Context: an optimization exercise on an open-source flow, tuned for small area, a short achievable clock period and few clock cycles. The choices shown serve that exercise and are no tape-out recipe. Only simulation tests tie the RTL to the original design; equivalence was not proved. Power and IR drop assume default switching activity.

==> flow/design.v (excerpt) <==
module ddp_core (
    input  wire         clk,
    input  wire         rst,           
    input  wire         cmd_valid,
    output wire         cmd_ready,
    input  wire [7:0]   cmd_op,
    input  wire [111:0] cmd_data,
    input  wire [15:0]  cmd_len,
    input  wire         cmd_txfail,    
    input  wire [63:0]  cmd_now_sec,   
    input  wire [29:0]  cmd_now_nanos,
    output reg          rsp_valid,
    output reg  [2:0]   rsp_status,
    output reg  [111:0] rsp_data,
    output reg  [15:0]  rsp_len,
    output reg          rsp_mism
);
Size: ~370 I/O pins.
export LEC_CHECK = 0
export CAP_MARGIN = 10
export CORE_MARGIN = 2
export CORE_UTILIZATION = 55
export PLACE_DENSITY = 0.72
export SLEW_MARGIN = 10
create_clock -name core_clock -period 10.0 [get_ports {clk}]
standard.sh (not shown) runs the stock make flow with config.mk's settings and CLKGATE_MAP_FILE= SYNTH_SCRIPT=/design/flow/synth_recipe.tcl, a recipe that flattens the netlist after the stock synthesis.
==> flow/flow/run.sh <==
#!/bin/bash
# The standard layout, with a tighter setup target for timing repair
# (the constraints are unchanged) and the smallest buffer on the ports.
bash standard.sh SETUP_SLACK_MARGIN=6.8 "BUFFER_PORTS_ARGS=-buffer_cell sky130_fd_sc_hd__buf_1" finish > standard.log 2>&1
The baseline passed the timing, DRC and antenna checks.
Testbench counts at the start, summed over its fixed seeds: cycles 10,492.
Next try:
--- a/flow/config.mk
+++ b/flow/config.mk
@@ -10,2 +10,2 @@
-export CORE_UTILIZATION = 55
-export PLACE_DENSITY = 0.72
+export CORE_UTILIZATION = 50
+export PLACE_DENSITY = 0.65
Effect: Synthesized cell count does not change; first-iteration DRC count rises by 9.5%; global-route usage is lower by 4.0 points; wire length is about the same; cell count climbs by 2.0%; setup slack got worse by 0.012 ns; worst hold slack stays flat; final area increases by 0.61%; total power climbs by 0.71%; count of clock-buffer cells in the layout came out higher by 2; combinational power goes down by about 4%.
Next try:
--- a/flow/config.mk
+++ b/flow/config.mk
@@ -10,0 +11 @@
+export GPL_ROUTABILITY_DRIVEN = 0
Outcome: Via count is lower by 0.70%. Hold slack gets worse by 0.0046 ns. Routed wire length is lower by 3.1%. Die area is unchanged. Final area is lower by 0.66%. Utilization is lower by 0.40 points.
Next try:
==> flow/flow/run.sh (replaced) <==
#!/bin/bash
# The standard layout, with a tighter setup target for timing repair
# (the constraints are unchanged) and the smallest buffer on the ports.
bash standard.sh SETUP_SLACK_MARGIN=6.9 "BUFFER_PORTS_ARGS=-buffer_cell sky130_fd_sc_hd__buf_1" finish > standard.log 2>&1
--- a/flow/config.mk
+++ b/flow/config.mk
@@ -11 +10,0 @@
-export GPL_ROUTABILITY_DRIVEN = 0
Result:
- global-route usage is higher by 1.6 points
- synthesized area stays the same
- worst setup slack is about the same
- via count increases by 1.1%
- wire length is higher by 4.9%
- sequential share of layout area went down by 0.71 points

* * *

Setup of old:
ddp_core again, from the RTL that the note above started with.
export LEC_CHECK = 0
export CAP_MARGIN = 10
export CORE_MARGIN = 2
export CORE_UTILIZATION = 50
export PLACE_DENSITY = 0.65
export SLEW_MARGIN = 10
export TNS_END_PERCENT = 50
create_clock -name core_clock -period 10.0 [get_ports {clk}]
==> flow/flow/run.sh <==
#!/bin/bash
# The standard layout, with a tighter setup target for timing repair
# (the constraints are unchanged) and the smallest buffer on the ports.
bash standard.sh SETUP_SLACK_MARGIN=6.8 "BUFFER_PORTS_ARGS=-buffer_cell sky130_fd_sc_hd__buf_1" finish > standard.log 2>&1
Testbench counts of old, summed over its fixed seeds: cycles 10,492.
Modified inputs, new compared to old
- swapping 10 for 5 in CAP_MARGIN
- clearing TNS_END_PERCENT, which used to be 50
- swapping 10 for 5 in SLEW_MARGIN
Notes after the runs:
new vs. old: instance area after placement stayed essentially flat, layout buffer count excluding clock buffers rose by 20.
Going from old to new, storage element area grew slightly.
Summary of new over old: number of clock buffers in the layout shows an increase of 3; wire length increased 860 microns.
Kind of critical path: register to primary output -> old, register to register -> new
old -> new: post-detailed-route DRC marker count delta 0, exact match
new vs. old: overall routing resource usage went up by 0.27 points.
The run showing the greater area added between synthesis and finish is new.

* * *

Setup of try-cedar:
Starting RTL as in the previous note.
==> flow/config.mk <==
export PLATFORM = sky130hd
export DESIGN_NAME = ddp_core
export DESIGN_NICKNAME = ddp_core
export VERILOG_FILES = /design/flow/design.v
export SDC_FILE = /design/flow/constraint.sdc
export NUM_CORES = 4
export LEC_CHECK = 0
export CAP_MARGIN = 10
export CORE_MARGIN = 2
export CORE_UTILIZATION = 50
export CTS_BUF_LIST = sky130_fd_sc_hd__clkbuf_4 sky130_fd_sc_hd__clkbuf_8
export PLACE_DENSITY = 0.65
export SLEW_MARGIN = 10
==> flow/constraint.sdc <==
create_clock -name core_clock -period 10.0 [get_ports {clk}]
set_input_delay 2.0000 -clock core_clock [delete_from_list [all_inputs] [get_ports {clk}]]
set_output_delay 2.0000 -clock core_clock [all_outputs]
set_load 0.01 [all_outputs]
==> flow/flow/run.sh <==
#!/bin/bash
# The standard layout, with a tighter setup target for timing repair
# (the constraints are unchanged) and the smallest buffer on the ports.
bash standard.sh SETUP_SLACK_MARGIN=7.0 "BUFFER_PORTS_ARGS=-buffer_cell sky130_fd_sc_hd__buf_1" finish > standard.log 2>&1
try-cedar completed; timing, DRC and antenna clean
Testbench counts of try-cedar, summed over its fixed seeds: cycles 10,492.
Modified inputs, try-violet compared to try-cedar
==> flow/flow/run.sh <==
#!/bin/bash
# The standard layout, with a tighter setup target for timing repair
# (the constraints are unchanged) and the smallest buffer on the ports.
bash standard.sh SETUP_SLACK_MARGIN=6.8 "BUFFER_PORTS_ARGS=-buffer_cell sky130_fd_sc_hd__buf_1" finish > standard.log 2>&1
==> comparison <==
The flow did not stop early for try-violet: all stages ran, and the layout cleared the timing, DRC and antenna checks. When try-violet is measured against try-cedar, its total length of routed met3 wires turns out 4.9% higher. A highest signal layer in the routed design of met4 is what try-violet shows, while met5 belongs to try-cedar. The synthesis-to-layout area growth in try-violet sits 7.8 points below the value recorded for try-cedar. Clock-buffer cell count: try-violet vs try-cedar down about 6%. try-violet has fraction of standard cell area in multi-input logic above what try-cedar had. Compared with try-cedar, in try-violet worst setup slack for register-to-register paths down 140 ps, number of gates resized after CTS down 220. Comparing try-violet with try-cedar, the worst stage delay on the critical path came out essentially unchanged. met3 track demand over resource across try-cedar and try-violet: no real change. Compared with try-cedar, try-violet ends up with a smaller final cell area. Sort try-cedar and try-violet by wire length of the first global-routing pass, descending, and try-cedar comes first.
The inputs of try-amber differ from those of try-violet as listed below.
--- a/flow/config.mk
+++ b/flow/config.mk
@@ -10,4 +10,5 @@
 export CORE_UTILIZATION = 50
-export CTS_BUF_LIST = sky130_fd_sc_hd__clkbuf_4 sky130_fd_sc_hd__clkbuf_8
+export GPL_ROUTABILITY_DRIVEN = 0
 export PLACE_DENSITY = 0.65
 export SLEW_MARGIN = 10
+export TNS_END_PERCENT = 50
--- outcome ---
Per the comparison of try-amber with try-violet, global-route usage went down by 2.1 points, worst hold slack went up by 22 ps, final cell count went down by 93, maximum achievable frequency went up by 3.1 MHz.
try-amber: full flow OK, the timing, DRC and antenna checks passed

[what the ideal ports hide]
In the flow no input, the clock included, has a driving cell. The finished layouts below were timed again as built, in two steps.
Step 1, drivers: a clkbuf_16 drives clk and a buf_2 each remaining input, both assumed.
Step 2 adds t to the input delays and takes it off the output delays; t is the mean of the earliest and latest rising clock arrival at the registers after step 1. Input paths then give back, and output paths get back, about the clock's delay inside the block.
Slacks: ideal ports / drivers / drivers and shift; pairs: ideal ports / drivers.
run | t (ns) | setup slack, ns | latest minus earliest clock arrival (ns) | cell pins on the clock port's net
the first run of note 1 | 0.621 | 6.787 / 6.749 / 6.252 | 0.015 / 0.015 | 1
the second run of note 1 | 0.629 | 6.775 / 6.745 / 6.309 | 0.027 / 0.027 | 1
the third run of note 1 | 0.631 | 6.799 / 6.742 / 6.280 | 0.024 / 0.023 | 1
the fourth run of note 1 | 0.621 | 6.797 / 6.741 / 6.302 | 0.020 / 0.020 | 1
old | 0.617 | 6.740 / 6.681 / 6.310 | 0.025 / 0.024 | 1
new | 0.629 | 6.762 / 6.742 / 6.312 | 0.025 / 0.025 | 1
try-cedar | 0.690 | 6.720 / 6.665 / 6.376 | 0.036 / 0.036 | 1
try-violet | 0.727 | 6.712 / 6.657 / 6.243 | 0.035 / 0.034 | 1
try-amber | 0.621 | 6.745 / 6.687 / 6.286 | 0.016 / 0.016 | 1
After both steps every run listed still meets setup and hold. For the first run of note 1, which loses most, drivers alone change the setup slack by -0.038 ns; drivers and shift together by -0.535 ns.
